This is an optimization exercise on Yosys and OpenROAD, whose aim is small area, a short achievable clock period and few clock cycles per item, not a production implementation. Power and IR drop assume default switching activity.

08-11:
Design saes_core, start of the top module:
module saes_core (
    input  wire        clk,
    input  wire        rst,
    input  wire        cmd_valid,
    output wire        cmd_ready,
    input  wire [23:0] cmd,
    output wire        rsp_valid,
    input  wire        rsp_ready,
    output wire        rsp_err,
    output wire [15:0] rsp_data
);
Size: about 2200 cells after synthesis, about 47 I/O pins.
export LEC_CHECK = 0
export ABC_AREA = 1
export CAP_MARGIN = 20
export CORE_MARGIN = 2
export CORE_UTILIZATION = 45
export SETUP_SLACK_MARGIN = 3
export SLEW_MARGIN = 20
create_clock -name core_clock -period 10.0 [get_ports {clk}]
standard.sh (not shown) runs the stock make flow with config.mk's settings and CLKGATE_MAP_FILE= SYNTH_SCRIPT=/design/flow/synth_recipe.tcl, a recipe that flattens the netlist after the stock synthesis.
==> flow/flow/run.sh <==
#!/bin/bash
# Layout flow: the standard layout (standard.sh), with these changes:
#  - synthesis: Yosys's adder extraction is skipped (ADDER_MAP_FILE empty), so the
#    XOR-heavy cipher logic is mapped by ABC instead of being frozen into half-adder
#    cells, and ABC maps with flow/abc.script (deep AIG resynthesis, then area mapping)
#    in place of ORFS's abc_area.script;
#  - placement: every input and output port still gets its own buffer, but a buf_4
#    rather than the default choice (a slow delay cell).
# Everything else, including register names and cell types, is the standard flow's.
set -euo pipefail
export FLOW_WORK="$PWD"
export FLOW_ABC_SCRIPT="$PWD/flow/abc.script"
bash standard.sh ADDER_MAP_FILE= SYNTH_SCRIPT="$PWD/flow/synth.tcl" \
  BUFFER_PORTS_ARGS="-buffer_cell sky130_fd_sc_hd__buf_4" finish > standard_flow.log 2>&1
==> flow/flow/abc.script <==
strash
&get -n
&deepsyn -T 30
&put
dch -f
map -a
topo
stime -c
buffer -c
upsize -c
dnsize -c
==> flow/flow/synth.tcl <==
# The standard flow's synthesis script (synth_recipe.tcl), with ABC's -script replaced by this flow's.
proc abc {args} {
  set i [lsearch -exact $args -script]
  if { $i >= 0 } { lset args [expr { $i + 1 }] $::env(FLOW_ABC_SCRIPT) }
  yosys abc {*}$args
}
source $::env(FLOW_WORK)/synth_recipe.tcl
Input-level comparison between 10-26 and 08-11:
diff --git a/flow/design.v b/flow/design.v
--- a/flow/design.v
+++ b/flow/design.v
@@ -119,17 +119,13 @@
     wire [15:0] cm = m ? imix(cz) : mix(cz);
     wire [15:0] c5 = m ? cz : cm;
     wire [15:0] c6_nx = m ? cm : (cm ^ C1);
     reg  [15:0] MID;
     reg         mid_ok;
     wire [15:0] c6 = MID;
-    wire        is_subn = op[1] && !op[5];
-    wire [15:0] sb2_in  = is_subn ? S : shr(c6);
-    wire        sb2_inv = is_subn ? op[0] : m;
-    wire [15:0] sb2_out = sb2_inv ? isubn(sb2_in) : subn(sb2_in);
-    wire [15:0] c8 = sb2_out;
+    wire [15:0] c8 = m ? isubn(shr(c6)) : subn(shr(c6));
     wire [15:0] c7 = m ? shr(c6) : shr(c8);
     wire [15:0] c9 = c8 ^ (m ? C0 : C2);
     wire need_k  = (op == OP_RDW) || (op == OP_RDRK) || (op == OP_ARK);
     wire need_cm = (op == OP_ENC) || (op == OP_DEC) || (op == OP_TRC);
     wire need_cm_mode = (op == OP_TRC) ? imm[0] : op[0];
     wire need_t  = (op == OP_RDTK) || (op == OP_RDTW);
@@ -248,14 +244,14 @@
                 end else begin
                     ex_wr_s = 1'b1;
                     ex_s    = ark_s;
                 end
             end
             OP_ARKI:  begin ex_wr_s = 1'b1; ex_s = ark_s; end
-            OP_SUBN:  begin ex_wr_s = 1'b1; ex_s = sb2_out; end
-            OP_ISUBN: begin ex_wr_s = 1'b1; ex_s = sb2_out; end
+            OP_SUBN:  begin ex_wr_s = 1'b1; ex_s = subn(S); end
+            OP_ISUBN: begin ex_wr_s = 1'b1; ex_s = isubn(S); end
             OP_MIXC:  begin ex_wr_s = 1'b1; ex_s = mix(S); end
             OP_IMIXC: begin ex_wr_s = 1'b1; ex_s = imix(S); end
             OP_SHRW:  begin ex_wr_s = 1'b1; ex_s = shr(S); end
             OP_ENC:   begin ex_wr_s = 1'b1; ex_s = c9; end
             OP_DEC:   begin ex_wr_s = 1'b1; ex_s = c9; end
             OP_TRC:   begin ex_wr_s = 1'b1; ex_s = c9; end
@@ -324,17 +320,15 @@
         end else begin
             pend <= pend_nx;
         end
     end
     wire clr     = rst || (accept && op == OP_RST);
     wire set_cfg = cmd_valid && !pend && stall;
-    wire lds_sw   = accept && op == OP_LDS && csrc;
     wire csrc_nx  = clr ? 1'b0 :
                     set_cfg ? (need_t || need_ts) :
-                    (accept && op == OP_TRC) ? 1'b1 :
-                    lds_sw ? 1'b0 : csrc;
+                    (accept && op == OP_TRC) ? 1'b1 : csrc;
     wire cmode_nx = clr ? 1'b0 :
                     set_cfg ? (need_ts ? MODE : need_cm_mode) :
                     (accept && op == OP_TRC) ? imm[0] : cmode;
     wire [47:0] EXP0 = expandkey(16'h0000);
     wire [47:0] exw_new   = expandkey((op == OP_LDK) ? imm : (csrc ? K : TK));
     wire        sw_src    = set_cfg && ((need_t || need_ts) != csrc);
@@ -342,13 +336,13 @@
         csrc  <= csrc_nx;
         cmode <= cmode_nx;
         if (clr)
             EXW <= EXP0[31:0];
         else if (accept && op == OP_LDK && !csrc)
             EXW <= exw_new[31:0];
-        else if (sw_src || lds_sw)
+        else if (sw_src)
             EXW <= exw_new[31:0];
     end
     wire opnd_write = accept && !ex_err &&
                       ((ex_wr_s && op != OP_TRC) || op == OP_LDK || op == OP_RST);
     always @(posedge clk) begin
         MID    <= pend_nx ? (pend ? MID : ex_data) : c6_nx;
[summary]
Compared with 08-11, 10-26 shows a logic gate share of total power that is 2.4 points lower.
Diff 08-11 -> 10-26: global-route usage went down by 3.8 points, setup slack now larger, number of global-route vias before repair went down by 228, post-route minimum period fell by 0.29 ns, starting density of the core went down.
No run of this note included a check of the RTL's function; only the layout flow was run.

## re-timing with driven ports
How much do the figures lean on ideal ports? The routed layouts below were timed once more, with nothing changed but the port constraints.
Step 1 (the two cells are an assumption about what drives the block):
set clk [get_ports {clk}]
set_driving_cell -lib_cell sky130_fd_sc_hd__clkbuf_16 $clk
set_driving_cell -lib_cell sky130_fd_sc_hd__buf_2 [delete_from_list [all_inputs] $clk]
Step 2 adds t to the input delays and takes it off the output delays; t is the mean of the earliest and latest rising clock arrival at the registers after step 1. Input paths then give back, and output paths get back, about the clock's delay inside the block.
a / b / c = ideal / step 1 / step 2; a / b = the first two.
run | t (ns) | setup slack, ns | worst hold slack (ns) | pins driven straight from the clock port
08-11 | 0.498 | 2.571 / 2.547 / 2.465 | 0.439 / 0.440 / 0.440 | 1
10-26 | 0.493 | 2.865 / 2.842 / 2.842 | 0.486 / 0.486 / 0.486 | 1
After both steps every run listed still meets setup and hold. For 08-11, which loses most, drivers alone change the setup slack by -0.024 ns; drivers and shift together by -0.106 ns.
